Source: an optimization exercise on an open RTL-to-GDS flow (aim: small area). Production flows keep margins and buffers that such runs may drop. RTL that was checked went through simulation tests only; none was proved equivalent to the original. The clock port is modelled as an ideal driver; clocking choices that lean on that would not hold on a real chip. Power figures rest on the tool's default switching activity, not on a simulated workload.

// psk_mod
module psk_mod (
    input  wire        clk,
    input  wire        rst,
    input  wire        tok_valid,
    output wire        tok_ready,
    input  wire [2:0]  tok_tag,
    input  wire [15:0] tok_data,
    input  wire        cancel,
    input  wire        smp_valid,
    output wire        smp_ready,
    input  wire [63:0] smp_t,
    output wire        res_valid,
    output wire [7:0]  res_amp,
    output wire        res_phase,
    output wire [31:0] res_freq,
    output wire        res_ack,
    output wire [7:0]  res_handle,
    output wire [1:0]  fault
);
Size: roughly 770 cells after synthesis, ~140 I/O pins, ~6700 um^2 of cells after synthesis.
==> module psk_amp, before the edit <==
module psk_amp(input [6:0] rem_q, input [6:0] t_lo, input sn2, rise2, fall2, input [1:0] kind1, input [5:0] c2, input [4:0] lc_q, input [7:0] res_amp, output [7:0] amp);
    localparam [1:0] K_OFF = 2'd0;
    localparam [1:0] K_PRE = 2'd1;
    localparam [1:0] K_TX  = 2'd2;
    localparam [1:0] K_END = 2'd3;
    wire lc0 = (lc_q == 5'd0);
    function automatic ge_c14(input [13:0] x, input [13:0] c);
        integer i;
        reg     r;
        begin
            r = 1'b1;
            for (i = 0; i < 14; i = i + 1)
                r = c[i] ? (x[i] & r) : (x[i] | r);
            ge_c14 = r;
        end
    endfunction
    wire [13:0] pos   = {rem_q, t_lo};
    wire        lt4k  = !ge_c14(pos, 14'd4000);
    wire        ge12k = ge_c14(pos, 14'd12000);
    wire        in_b  = !sn2;
    wire        dip   = in_b ? (rise2 && lt4k) : (fall2 && ge12k);
    wire [11:0] r     = in_b ? pos[11:0] : (12'd3712 - pos[11:0]);
    wire [12:0] z     = r + 13'd50 * r[3:0];
    wire [2:0]  zk    = ge_c14({1'b0, z}, 14'd4000) ? 3'd5 : ge_c14({1'b0, z}, 14'd3200) ? 3'd4 :
                        ge_c14({1'b0, z}, 14'd2400) ? 3'd3 : ge_c14({1'b0, z}, 14'd1600) ? 3'd2 :
                        ge_c14({1'b0, z}, 14'd800)  ? 3'd1 : 3'd0;
    wire [7:0]  shape = r[11:4] + zk;
    wire [7:0]  base  = dip ? shape : 8'd255;
    wire        is_end = (kind1 == K_END);
    wire        full  = (kind1 == K_TX) || (c2[5] ^ is_end);
    wire [5:0]  g     = (kind1 == K_TX) ? 6'd31 : is_end ? (c2[5] ? 6'd0 : {1'b0, ~c2[4:0]}) : (c2[5] ? 6'd31 : c2);
    wire        off   = (kind1 == K_OFF);
    reg         gbit;
    always @* begin
        case (lc_q[2:0])
            3'd1:    gbit = g[0];
            3'd2:    gbit = g[1];
            3'd3:    gbit = g[2];
            3'd4:    gbit = g[3];
            default: gbit = g[4];
        endcase
    end
    wire [8:0]  asum  = res_amp + (gbit ? base : 8'd0);
    assign amp   = lc0 ? (full ? base : 8'd0) : (off ? 8'd0 : asum[8:1]);
endmodule
export LEC_CHECK = 0
export ABC_AREA = 1
export CAP_MARGIN = 20
export CORE_MARGIN = 2
export CORE_UTILIZATION = 40
export GPL_TIMING_DRIVEN = 0
export SLEW_MARGIN = 20
create_clock -name core_clock -period 100.0 [get_ports {clk}]
standard.sh (not shown) runs the stock make flow with config.mk's settings and CLKGATE_MAP_FILE= SYNTH_SCRIPT=/design/flow/synth_recipe.tcl, a recipe that flattens the netlist after the stock synthesis.
==> flow/flow/run.sh <==
#!/bin/bash
# The standard layout (standard.sh: ORFS synthesis, floorplan, place,
# CTS, route, finish), with these changes made through the environment that
# ORFS reads:
#  - synthesis maps the logic with the ABC script flow/abc_area.script (a
#    stronger area-oriented mapping; ABC only sees the combinational logic,
#    so the registers are those of the standard synthesis), and leaves the
#    adders to ABC instead of mapping them to fixed full/half adder cells;
#  - the input and output port buffers use the smallest buffer cell;
#  - clock tree synthesis inserts no dummy loads and uses clkbuf_8 buffers;
#    after it, flow/cts_size.tcl sizes each leaf clock buffer down to the
#    smallest clkbuf that keeps the register clock-pin slew at 0.10 ns or less.
# The full make output goes to standard.log; ORFS's own per-step logs are
# under orfs/logs/.
set -o pipefail
rm -rf scripts_abc
cp -r "$FLOW_HOME/scripts" scripts_abc
cp flow/abc_area.script scripts_abc/abc_area.script
export SCRIPTS_DIR="$PWD/scripts_abc"
export ABC_AREA=1
export ADDER_MAP_FILE=
export REMOVE_ABC_BUFFERS=1
export SKIP_REPAIR_TIE_FANOUT=1
export BUFFER_PORTS_ARGS="-buffer_cell sky130_fd_sc_hd__buf_1"
export POST_CTS_TCL="$PWD/flow/cts_size.tcl"
export CTS_ARGS="-sink_clustering_enable -repair_clock_nets -dont_use_dummy_load -buf_list sky130_fd_sc_hd__clkbuf_8"
bash standard.sh > standard.log 2>&1
Other scripts of this flow, unchanged in this note and not shown: flow/flow/abc_area.script, flow/flow/cts_size.tcl
Next try:
--- a/flow/design.v
+++ b/flow/design.v
@@ -347,5 +347,5 @@
                         ge_c14({1'b0, z}, 14'd800)  ? 3'd1 : 3'd0;
     wire [7:0]  shape = r[11:4] + zk;
-    wire [7:0]  base  = dip ? shape : 8'd255;
+    wire [7:0]  base  = dip ? {rem_q, t_lo[0]} : 8'd255;
     wire        is_end = (kind1 == K_END);
     wire        full  = (kind1 == K_TX) || (c2[5] ^ is_end);
=> The changed run completed without violations. Area after synthesis falls by 13%. Critical path depth came out higher by 1. Worst setup slack gets better by 370 ps. Global-route usage increases by 0.20 points. Wire length shrinks by 12%. Cell area decreases by 13%. Register-to-register slack is better by 1900 ps. Die area came out lower by 13%. Total power fell by 19%. Cell count falls by 17%. Worst hold slack improved by 3.1 ps.
For the second run of this note, only the layout was checked, not whether the RTL still works.

[afterwards: timing with drivers on the ports]
No port has a modelled driver above. Below, the same layouts with a new extraction and two added sets of constraints.
Step 1 (the two cells are an assumption about what drives the block):
set clk [get_ports {clk}]
set_driving_cell -lib_cell sky130_fd_sc_hd__clkbuf_16 $clk
set_driving_cell -lib_cell sky130_fd_sc_hd__buf_2 [delete_from_list [all_inputs] $clk]
Step 2 times the ports against the registers' clock, not the clock port: input delays grow and output delays shrink by t, the midpoint of the rising clock arrivals with the driver on.
Slacks: ideal ports / drivers / drivers and shift; pairs: ideal ports / drivers.
run | shift t [ns] | setup WS [ns] | worst register clock-pin slew, ns
the first run | 0.427 | 58.270 / 58.251 / 58.251 | 0.09 / 0.09
the second run | 0.440 | 58.636 / 58.615 / 58.615 | 0.10 / 0.10
After both steps setup and hold are still met in every run listed. The setup slack of the second run, which loses most, moves by -0.021 ns with the drivers and by -0.021 ns with both steps.
